What follows belongs to an exercise in optimizing a design on an open flow for small area, a short achievable clock period and few clock cycles; a production flow would make more cautious choices. Only simulation tests tie the RTL to the original design; equivalence was not proved. Power and IR drop assume default switching activity.

==> trial 41: inputs <==
// auklet_core
module auklet_core (
    input  wire        clk,
    input  wire        rst,         
    input  wire        bus_req,
    input  wire        bus_we,
    input  wire [11:0] bus_addr,
    input  wire [2:0]  bus_size,
    input  wire [31:0] bus_wdata,
    output reg         bus_ack,
    output reg  [31:0] bus_rdata,
    output wire [31:0] act0,
    output wire [31:0] act1,
    output wire [31:0] act2,
    output wire [31:0] act3,
    output wire        irq
);
export LEC_CHECK = 0
export ABC_AREA = 1
export CAP_MARGIN = 40
export CORE_MARGIN = 2
export CORE_UTILIZATION = 40
export PLACE_DENSITY = 0.6
export SLEW_MARGIN = 40
create_clock -name core_clock -period 20.0 [get_ports {clk}]
standard.sh (not shown) runs the stock make flow with config.mk's settings and CLKGATE_MAP_FILE= SYNTH_SCRIPT=/design/flow/synth_recipe.tcl, a recipe that flattens the netlist after the stock synthesis.
==> flow/flow/run.sh <==
#!/bin/bash
set -euo pipefail
bash standard.sh SETUP_SLACK_MARGIN=14 finish > layout.log 2>&1
==> build 69 (differences from trial 41) <==
--- a/flow/design.v
+++ b/flow/design.v
@@ -336,13 +336,13 @@
     reg  [32:0] aA_r, aB_r;        
     reg  [20:0] bA_r, bB_r;
     reg  [DW-1:0] rA, rB;          
     reg  [66:0] sA_r, cA_r, sB_r, cB_r;
     reg  [66:0] resA, resB;        
     reg  [19:0] r1loA, r1loB;      
-    reg  [32:0] sq_r [0:1];        
+    reg  [32:0] sq_r;              
     wire        iA_v    = dA[13];
     wire [3:0]  iA_op   = dA[12:9];
     wire [1:0]  iA_ax   = dA[8:7];
     wire        iA_row  = dA[6];
     wire [1:0]  iA_col  = dA[5:4];
     wire        iA_first= dA[3];
@@ -409,31 +409,31 @@
     wire [31:0] vA = mix_src ? mi_rd : po_rd;
     wire [31:0] vB = mix_src ? mixin[iB_col] : pidout[iB_col];
     wire [3:0]  mA_idx = {1'b0, iA_row, iA_col};
     wire [3:0]  mB_idx = {1'b1, iB_row, iB_col};
     wire [32:0] q_hi = dq[48:16];
     wire [32:0] q_lo = {17'd0, dq[15:0]};
-    reg  [37:0] qd_r [0:1];
-    wire [37:0] qd_add  = qd_r[uA_ax[0]];
+    reg  [37:0] qd_r;
+    wire [37:0] qd_add  = qd_r;
     wire [31:0] it_byp = (cl_v && cl_ax == iB_ax) ? it_r : it_rd;
     reg [32:0] aA, aB;
     reg [20:0] bA, bB;
     always @(*) begin
         aA = 33'd0; bA = 21'd0;
         case (iA_op)
             OP_DT: begin aA = {dt[31], dt};               bA = bsel(err_r[iA_ax], iA_pass); end
             OP_P:  begin aA = {kp_rd[31], kp_rd}; bA = bsel(err_r[iA_ax], iA_pass); end
-            OP_QD: begin aA = sq_r[iA_ax[0]];             bA = dt[20:0]; end
+            OP_QD: begin aA = sq_r;                       bA = dt[20:0]; end
             OP_MIX: begin aA = {vA[31], vA};              bA = bsel(mA_rd, iA_pass); end
             default: ;
         endcase
         aB = 33'd0; bB = 21'd0;
         case (iB_op)
             OP_XR:  begin aB = {1'b0, recip}; bB = {1'b0, xmag_r[iB_ax]}; end
             OP_I:   begin aB = {ki_rd[31], ki_rd}; bB = bsel(it_byp, iB_pass); end
-            OP_Q:   begin aB = sq_r[iB_ax[0]]; bB = kd_rd[20:0]; end
+            OP_Q:   begin aB = sq_r; bB = kd_rd[20:0]; end
             OP_QLO: begin aB = q_lo; bB = bsel(kd_rd, iB_pass); end
             OP_QHI: begin aB = q_hi; bB = bsel(kd_rd, iB_pass); end
             OP_MIX: begin aB = {vB[31], vB}; bB = bsel(mB_rd, iB_pass); end
             default: ;
         endcase
     end
@@ -662,14 +662,14 @@
         end
         if (iB_op == OP_Q) begin
             kdx_r <= kd_rd ^ {32{sgn_r[iB_ax]}};
             osgn  <= sgn_r[iB_ax];
         end
         if (c_xr) begin
-            sq_r[rB_ax[0]] <= sq_nxt;
-            qd_r[rB_ax[0]] <= qd_nxt;
+            sq_r <= sq_nxt;
+            qd_r <= qd_nxt;
         end
         it_r   <= it_next;
         it_old <= iterm[tA[8:7]];
         il_c   <= il_rd;
         cl_ax  <= rA_ax;
         of_out <= of_out_n;
PLACE_DENSITY = 0.68   (was 0.6)
==> qor summary <==
Achievable clock frequency: build 69 150 MHz; trial 41 155 MHz
Portion of the post-synthesis area used by sequential elements: build 69 0.475; trial 41 0.477
Final Hold Slack: build 69 0.331 ns; trial 41 0.325 ns
Portion of total power attributed to the clock network: build 69 0.430; trial 41 0.435
Number of DRC markers after the initial detailed-route iteration: build 69 28600; trial 41 29000
Number of standard cells after synthesis: build 69 22200; trial 41 22600
Measured slew at the worst slew-check pin: build 69 1.02 ns; trial 41 1.10 ns
Post-Route M1 WL: build 69 405 mm; trial 41 392 mm
Capturing point of the worst reg2reg path: build 69 of_out[13]; trial 41 bus_rdata[28]
Count of cell types in the netlist: build 69 81; trial 41 83
Share of layout cells above drive strength 1: build 69 0.136; trial 41 0.134
Slew headroom: build 69 0.311; trial 41 0.265
Largest net degree at the start of global routing: build 69 98; trial 41 83
Number of flops mapped to enable cells by yosys: build 69 2566; trial 41 2636
Outcome: build 69 failed layout checks; trial 41 finished clean
Layout check failures: build 69 antenna violations; trial 41 -
Pwr dens: build 69 75.3 nW/um^2; trial 41 76.0 nW/um^2
Met3 Use GR: build 69 0.126; trial 41 0.127
Clock slew at reported path FFs: build 69 0.07 ns; trial 41 0.06 ns
Startpoint of the most critical register-to-register path: build 69 kdx_r[31]; trial 41 rd_a[4]
Synth Area in XOR/XNOR: build 69 0.0442; trial 41 0.0434
Clock buf/inv share: build 69 0.0569; trial 41 0.0580
Mapped cell area: build 69 208000 um^2; trial 41 211000 um^2
Post-route setup slack: build 69 13.34 ns; trial 41 13.53 ns
Number of non-clock inverters: build 69 2562; trial 41 2607
CP endpoint: build 69 act2[15]; trial 41 act3[14]
Testbench counts of trial 41, summed over its fixed seeds: cycles 38,823.
Testbench counts of build 69, summed over its fixed seeds: cycles 38,823.

* * *

==> wip/onyx: inputs <==
auklet_core with an RTL version that a note above also has.
==> flow/config.mk <==
export PLATFORM = sky130hd
export DESIGN_NAME = auklet_core
export DESIGN_NICKNAME = auklet_core
export VERILOG_FILES = /design/flow/design.v
export SDC_FILE = /design/flow/constraint.sdc
export NUM_CORES = 8
export LEC_CHECK = 0
export ABC_AREA = 1
export CAP_MARGIN = 40
export CORE_MARGIN = 2
export CORE_UTILIZATION = 40
export PLACE_DENSITY = 0.6
export SLEW_MARGIN = 40
==> flow/constraint.sdc <==
create_clock -name core_clock -period 20.0 [get_ports {clk}]
set_input_delay 4.0000 -clock core_clock [delete_from_list [all_inputs] [get_ports {clk}]]
set_output_delay 4.0000 -clock core_clock [all_outputs]
set_load 0.01 [all_outputs]
Scripts as last shown in full above: flow/flow/run.sh
==> wip/garnet: changes against wip/onyx <==
--- a/flow/design.v
+++ b/flow/design.v
@@ -336,13 +336,13 @@
     reg  [32:0] aA_r, aB_r;        
     reg  [20:0] bA_r, bB_r;
     reg  [DW-1:0] rA, rB;          
     reg  [66:0] sA_r, cA_r, sB_r, cB_r;
     reg  [66:0] resA, resB;        
     reg  [19:0] r1loA, r1loB;      
-    reg  [32:0] sq_r;              
+    reg  [32:0] sq_r [0:1];        
     wire        iA_v    = dA[13];
     wire [3:0]  iA_op   = dA[12:9];
     wire [1:0]  iA_ax   = dA[8:7];
     wire        iA_row  = dA[6];
     wire [1:0]  iA_col  = dA[5:4];
     wire        iA_first= dA[3];
@@ -409,31 +409,31 @@
     wire [31:0] vA = mix_src ? mi_rd : po_rd;
     wire [31:0] vB = mix_src ? mixin[iB_col] : pidout[iB_col];
     wire [3:0]  mA_idx = {1'b0, iA_row, iA_col};
     wire [3:0]  mB_idx = {1'b1, iB_row, iB_col};
     wire [32:0] q_hi = dq[48:16];
     wire [32:0] q_lo = {17'd0, dq[15:0]};
-    reg  [37:0] qd_r;
-    wire [37:0] qd_add  = qd_r;
+    reg  [37:0] qd_r [0:1];
+    wire [37:0] qd_add  = qd_r[uA_ax[0]];
     wire [31:0] it_byp = (cl_v && cl_ax == iB_ax) ? it_r : it_rd;
     reg [32:0] aA, aB;
     reg [20:0] bA, bB;
     always @(*) begin
         aA = 33'd0; bA = 21'd0;
         case (iA_op)
             OP_DT: begin aA = {dt[31], dt};               bA = bsel(err_r[iA_ax], iA_pass); end
             OP_P:  begin aA = {kp_rd[31], kp_rd}; bA = bsel(err_r[iA_ax], iA_pass); end
-            OP_QD: begin aA = sq_r;                       bA = dt[20:0]; end
+            OP_QD: begin aA = sq_r[iA_ax[0]];             bA = dt[20:0]; end
             OP_MIX: begin aA = {vA[31], vA};              bA = bsel(mA_rd, iA_pass); end
             default: ;
         endcase
         aB = 33'd0; bB = 21'd0;
         case (iB_op)
             OP_XR:  begin aB = {1'b0, recip}; bB = {1'b0, xmag_r[iB_ax]}; end
             OP_I:   begin aB = {ki_rd[31], ki_rd}; bB = bsel(it_byp, iB_pass); end
-            OP_Q:   begin aB = sq_r; bB = kd_rd[20:0]; end
+            OP_Q:   begin aB = sq_r[iB_ax[0]]; bB = kd_rd[20:0]; end
             OP_QLO: begin aB = q_lo; bB = bsel(kd_rd, iB_pass); end
             OP_QHI: begin aB = q_hi; bB = bsel(kd_rd, iB_pass); end
             OP_MIX: begin aB = {vB[31], vB}; bB = bsel(mB_rd, iB_pass); end
             default: ;
         endcase
     end
@@ -662,14 +662,14 @@
         end
         if (iB_op == OP_Q) begin
             kdx_r <= kd_rd ^ {32{sgn_r[iB_ax]}};
             osgn  <= sgn_r[iB_ax];
         end
         if (c_xr) begin
-            sq_r <= sq_nxt;
-            qd_r <= qd_nxt;
+            sq_r[rB_ax[0]] <= sq_nxt;
+            qd_r[rB_ax[0]] <= qd_nxt;
         end
         it_r   <= it_next;
         it_old <= iterm[tA[8:7]];
         il_c   <= il_rd;
         cl_ax  <= rA_ax;
         of_out <= of_out_n;
Settings changed: CTS_CLUSTER_DIAMETER set to 60, CTS_CLUSTER_SIZE set to 24.
==> notes.md <==
* Status: timing/DRC/antenna clean
* Gr usage total at 0.378
* Clock sinks at approximately 3600
* Seq/Total Area, Yosys at 0.475
* Setup Skew at 95.6 ps
* Critical path type: register to register
the above is filed under wip/onyx

==> notes.md <==
* Setup WS pre-CTS at between 10000 and 15000 ps
* Status: timing/DRC/antenna clean
* Gr usage total at 0.393
* Crit path capture type: output pin
* Slack of the critical path at approximately 14000 ps
* Seq/Total Area, Yosys at 0.477
* Clock sinks at 3708
* Final WL at 1080000 um
* Clk latency of the worst-skew pair at 1140 ps
* Final Util at 0.467
the above is filed under wip/garnet

Testbench counts of wip/onyx, summed over its fixed seeds: cycles 38,823.
Testbench counts of wip/garnet, summed over its fixed seeds: cycles 38,823.

[what the ideal ports hide]
In the flow no input, the clock included, has a driving cell. The finished layouts below were timed again as built, in two steps. Step 1 sets driving cells, clkbuf_16 on the clock port and buf_2 on the other inputs (assumed; they add their load-dependent delay and slew). Step 2 times the ports against the registers' clock, not the clock port: input delays grow and output delays shrink by t, the midpoint of the rising clock arrivals with the driver on. a / b / c = no drivers / after step 1 / after step 2; a / b = the first two.
run | t (ns) | setup slack, ns | worst hold slack (ns) | worst register clock-pin slew, ns | worst data-port slew with drivers (ns)
trial 41 | 1.188 | 13.530 / 13.400 / 12.780 | 0.325 / 0.325 / 0.325 | 0.07 / 0.07 | 0.19
build 69 | 1.190 | 13.344 / 13.200 / 12.495 | 0.331 / 0.331 / 0.331 | 0.08 / 0.08 | 0.23
wip/onyx | 1.206 | 13.116 / 12.974 / 12.747 | 0.322 / 0.322 / 0.322 | 0.08 / 0.08 | 0.24
wip/garnet | 1.192 | 13.521 / 13.413 / 12.806 | 0.311 / 0.311 / 0.311 | 0.10 / 0.10 | 0.19
For build 69, which loses most, drivers alone change the setup slack by -0.144 ns; drivers and shift together by -0.849 ns.
